Context: an optimization exercise on an open-source flow, tuned for small area, a short achievable clock period and few clock cycles. The choices shown serve that exercise and are no tape-out recipe.
Where RTL was checked, it was by simulation tests only, not by an equivalence proof against the original.
Power figures rest on the tool's default switching activity, not on a simulated workload.

// ota_core
module ota_core (
    input  wire        clk,
    input  wire        rst,
    input  wire        cmd_valid,
    output reg         cmd_ready,
    input  wire [2:0]  cmd_op,
    input  wire [31:0] cmd_arg,
    input  wire        in_valid,
    output reg         in_ready,
    input  wire [7:0]  in_data,
    output reg         rsp_valid,
    output reg  [31:0] rsp_data,
    output reg         out_valid,
    output reg  [7:0]  out_data,
    output reg         dict_we,
    output reg  [10:0] dict_waddr,
    output reg  [7:0]  dict_wdata,
    output reg  [10:0] dict_raddr,
    input  wire [7:0]  dict_rdata
);
Size in the first run: about 1800 cells after synthesis, ~310 flip-flops, about 130 I/O pins.
clock: 10.0 ns
lec_check: 0
cap_margin: 20
core_margin: 2
core_utilization: 40
slew_margin: 20
standard.sh (not shown) runs the stock make flow with config.mk's settings and CLKGATE_MAP_FILE= SYNTH_SCRIPT=/design/flow/synth_recipe.tcl, a recipe that flattens the netlist after the stock synthesis.
==> flow/flow/run.sh <==
#!/bin/bash
set -euo pipefail
bash standard.sh SETUP_SLACK_MARGIN=7 CTS_ARGS=-sink_clustering_enable\ -repair_clock_nets\ -sink_buffer_max_cap_derate\ 0.003 finish > standard_flow.log 2>&1
Testbench counts at the start, summed over its fixed seeds: cycles 130,440.
Change:
==> flow/flow/run.sh (replaced) <==
#!/bin/bash
set -euo pipefail
bash standard.sh SETUP_SLACK_MARGIN=6.95 finish > standard_flow.log 2>&1
After rerunning:
- The changed run completed with no timing, DRC or antenna violations
- worst hold slack improves by 3.9 ps
- routed wire length decreases by 0.48%
- area after synthesis is unchanged
- power decreases by 0.47%
- clock skew went up by 6.5 ps
- cell count shrinks by 0.64%
- clock-buffer cell count decreases by 7


== JK ==
ota_core, a different RTL version from the one above (not shown whole).
Size: roughly 1800 cells after synthesis, roughly 310 flip-flops.
==> flow/config.mk <==
export PLATFORM = sky130hd
export DESIGN_NAME = ota_core
export DESIGN_NICKNAME = ota_core
export VERILOG_FILES = /design/flow/design.v
export SDC_FILE = /design/flow/constraint.sdc
export NUM_CORES = 4
export LEC_CHECK = 0
export CAP_MARGIN = 20
export CORE_MARGIN = 2
export CORE_UTILIZATION = 40
export CTS_CLUSTER_DIAMETER = 100
export CTS_CLUSTER_SIZE = 24
export SLEW_MARGIN = 20
==> flow/constraint.sdc <==
create_clock -name core_clock -period 10.0 [get_ports {clk}]
set_input_delay 2.0000 -clock core_clock [delete_from_list [all_inputs] [get_ports {clk}]]
set_output_delay 2.0000 -clock core_clock [all_outputs]
set_load 0.01 [all_outputs]
==> flow/flow/run.sh <==
#!/bin/bash
set -euo pipefail
bash standard.sh SETUP_SLACK_MARGIN=6.95 BUFFER_PORTS_ARGS=-buffer_cell\ sky130_fd_sc_hd__buf_2 finish > standard_flow.log 2>&1
Testbench counts of JK, summed over its fixed seeds: cycles 130,440.
Inputs modified between JK and MS:
- changing CORE_UTILIZATION from 40 to 45
==> flow/flow/run.sh <==
#!/bin/bash
set -euo pipefail
bash standard.sh SETUP_SLACK_MARGIN=6.85 BUFFER_PORTS_ARGS=-buffer_cell\ sky130_fd_sc_hd__buf_2 finish > standard_flow.log 2>&1
==> comparison <==
- For MS and JK, there was not a single run that failed to finish clean.
- Wire length: MS and JK compared, higher one is JK
- Compared with JK, MS shows final weighted congestion in routability-driven placement that has gone down slightly.
- Internal power delta for MS relative to JK: 3.6% lower
- Taking JK as the reference, in MS flop-to-flop setup slack went down, share of the core filled with cells in the final layout went up.
- MS reports its worst setup path endpoint as dict_waddr[2] while JK reports rsp_data[11].
- According to the power report, total power for MS is lower than for JK.
Edits applied to the flow inputs when going from MS to AL:
- CORE_UTILIZATION changed from 45 to 40
==> flow/flow/run.sh <==
#!/bin/bash
set -euo pipefail
bash standard.sh SETUP_SLACK_MARGIN=6.9 BUFFER_PORTS_ARGS=-buffer_cell\ sky130_fd_sc_hd__buf_2 finish > standard_flow.log 2>&1
- MS: done, clean on timing, DRC and antenna
- AL ended with every stage complete and zero timing, DRC or antenna violations.
- Filler-free cell count of the finished design, MS and AL: lower on MS
- The synthesis-to-layout area growth of AL exceeds that of MS by 2.6 points.
- Going from MS to AL, standard cell area after detailed placement grew slightly.
- Relative to MS, die extent in x increased by 5.9% in AL.
- Diff MS -> AL: detailed placement HPWL increased about 2.2%; total power of the final layout increased 0.000033 W; wire length increased 5.1%.
- Sort MS and AL by global-route usage desc -> top: MS
- Looking at met2 demand-to-capacity share in global routing, AL sits 2.8 points lower than MS does.
- AL: data arrival time of the critical path 0.03 ns below MS
Setup changes, AL to TR
==> flow/flow/run.sh <==
#!/bin/bash
set -euo pipefail
bash standard.sh SETUP_SLACK_MARGIN=6.8 BUFFER_PORTS_ARGS=-buffer_cell\ sky130_fd_sc_hd__buf_2 finish > standard_flow.log 2>&1
Findings:
- As far as effective utilization at floorplan is concerned, TR and AL perform about the same.
- Global-route usage: AL vs TR, no meaningful difference
- Delta (TR minus AL): core utilization went down by 0.99 points, number of setup buffers added after CTS fell 20, post-cts resize count saw a decrease, hold slack shows no meaningful change.
- On layout multi-input combinational cell count, AL and TR are neck and neck.
- TR vs. AL: wire length of the first global-routing pass did not really move, part of the power in combinational logic went down, sequential share of layout area went up.


the baseline:
Another version of the RTL of ota_core (not shown whole).
Size in the first run: ~1800 cells after synthesis, about 310 flip-flops, ~130 I/O pins, roughly 17000 sq um of cells after synthesis.
clock: 10.0 ns
lec_check: 0
abc_clock_period_in_ps: 2000
cap_margin: 20
core_margin: 2
core_utilization: 40
slew_margin: 20
==> flow/flow/run.sh <==
#!/bin/bash
set -euo pipefail
bash standard.sh SETUP_SLACK_MARGIN=7 finish > standard_flow.log 2>&1
The baseline: no failed stages, no open violations at the end
--- input diff the baseline..the candidate ---
Settings: swapping 2000 for 3000 in ABC_CLOCK_PERIOD_IN_PS.
Findings:
- The candidate -> the baseline: fraction of synthesized cell area in xor and xnor cells delta 0, exact match
- Re wire length of the first global-routing pass: no difference whatsoever between the candidate and the baseline.
- Reported for the baseline and the candidate, cell area after synthesis turned out identical to the last digit.
- Taking the baseline as the reference, in the candidate required time of the critical path held steady; maximum frequency ~0 delta; via count about even; synthesized cell count held steady.
- Diff the baseline -> the candidate: number of cells upsized or downsized after cts barely changed, clock group share of total power barely changed.
- For sequential group share of total power, the candidate and the baseline come out practically identical.
- The candidate finished every step from synthesis to the final layout, and the layout passed the timing, design-rule and antenna checks.
- Net count after synthesis: the candidate vs the baseline identical
No functional check of the RTL was part of any run of this note.

==> port drivers added, routing unchanged <==
In the flow no input, the clock included, has a driving cell. The finished layouts below were timed again as built, in two steps.
Step 1, drivers: a clkbuf_16 drives clk and a buf_2 each remaining input, both assumed.
Step 2, shift: input delay + t, output delay - t, t = (earliest + latest rising clock arrival at the registers) / 2. This alone moves slack from input paths to output paths.
a / b / c = no drivers / after step 1 / after step 2; a / b = the first two.
| run | shift t [ns] | setup slack, ns | pins driven straight from the clock port |
|---|---|---|---|
| the first run of note 1 | 0.593 | 6.968 / 6.911 / 6.584 | 1 |
| the second run of note 1 | 0.571 | 6.970 / 6.917 / 6.584 | 1 |
| JK | 0.576 | 6.949 / 6.893 / 6.552 | 1 |
| MS | 0.575 | 6.878 / 6.826 / 6.566 | 1 |
| AL | 0.578 | 6.914 / 6.857 / 6.530 | 1 |
| TR | 0.587 | 6.828 / 6.768 / 6.663 | 1 |
| the baseline | 0.575 | 6.816 / 6.762 / 6.414 | 1 |
| the candidate | 0.575 | 6.816 / 6.762 / 6.414 | 1 |
After both steps setup and hold are still met in every run listed.
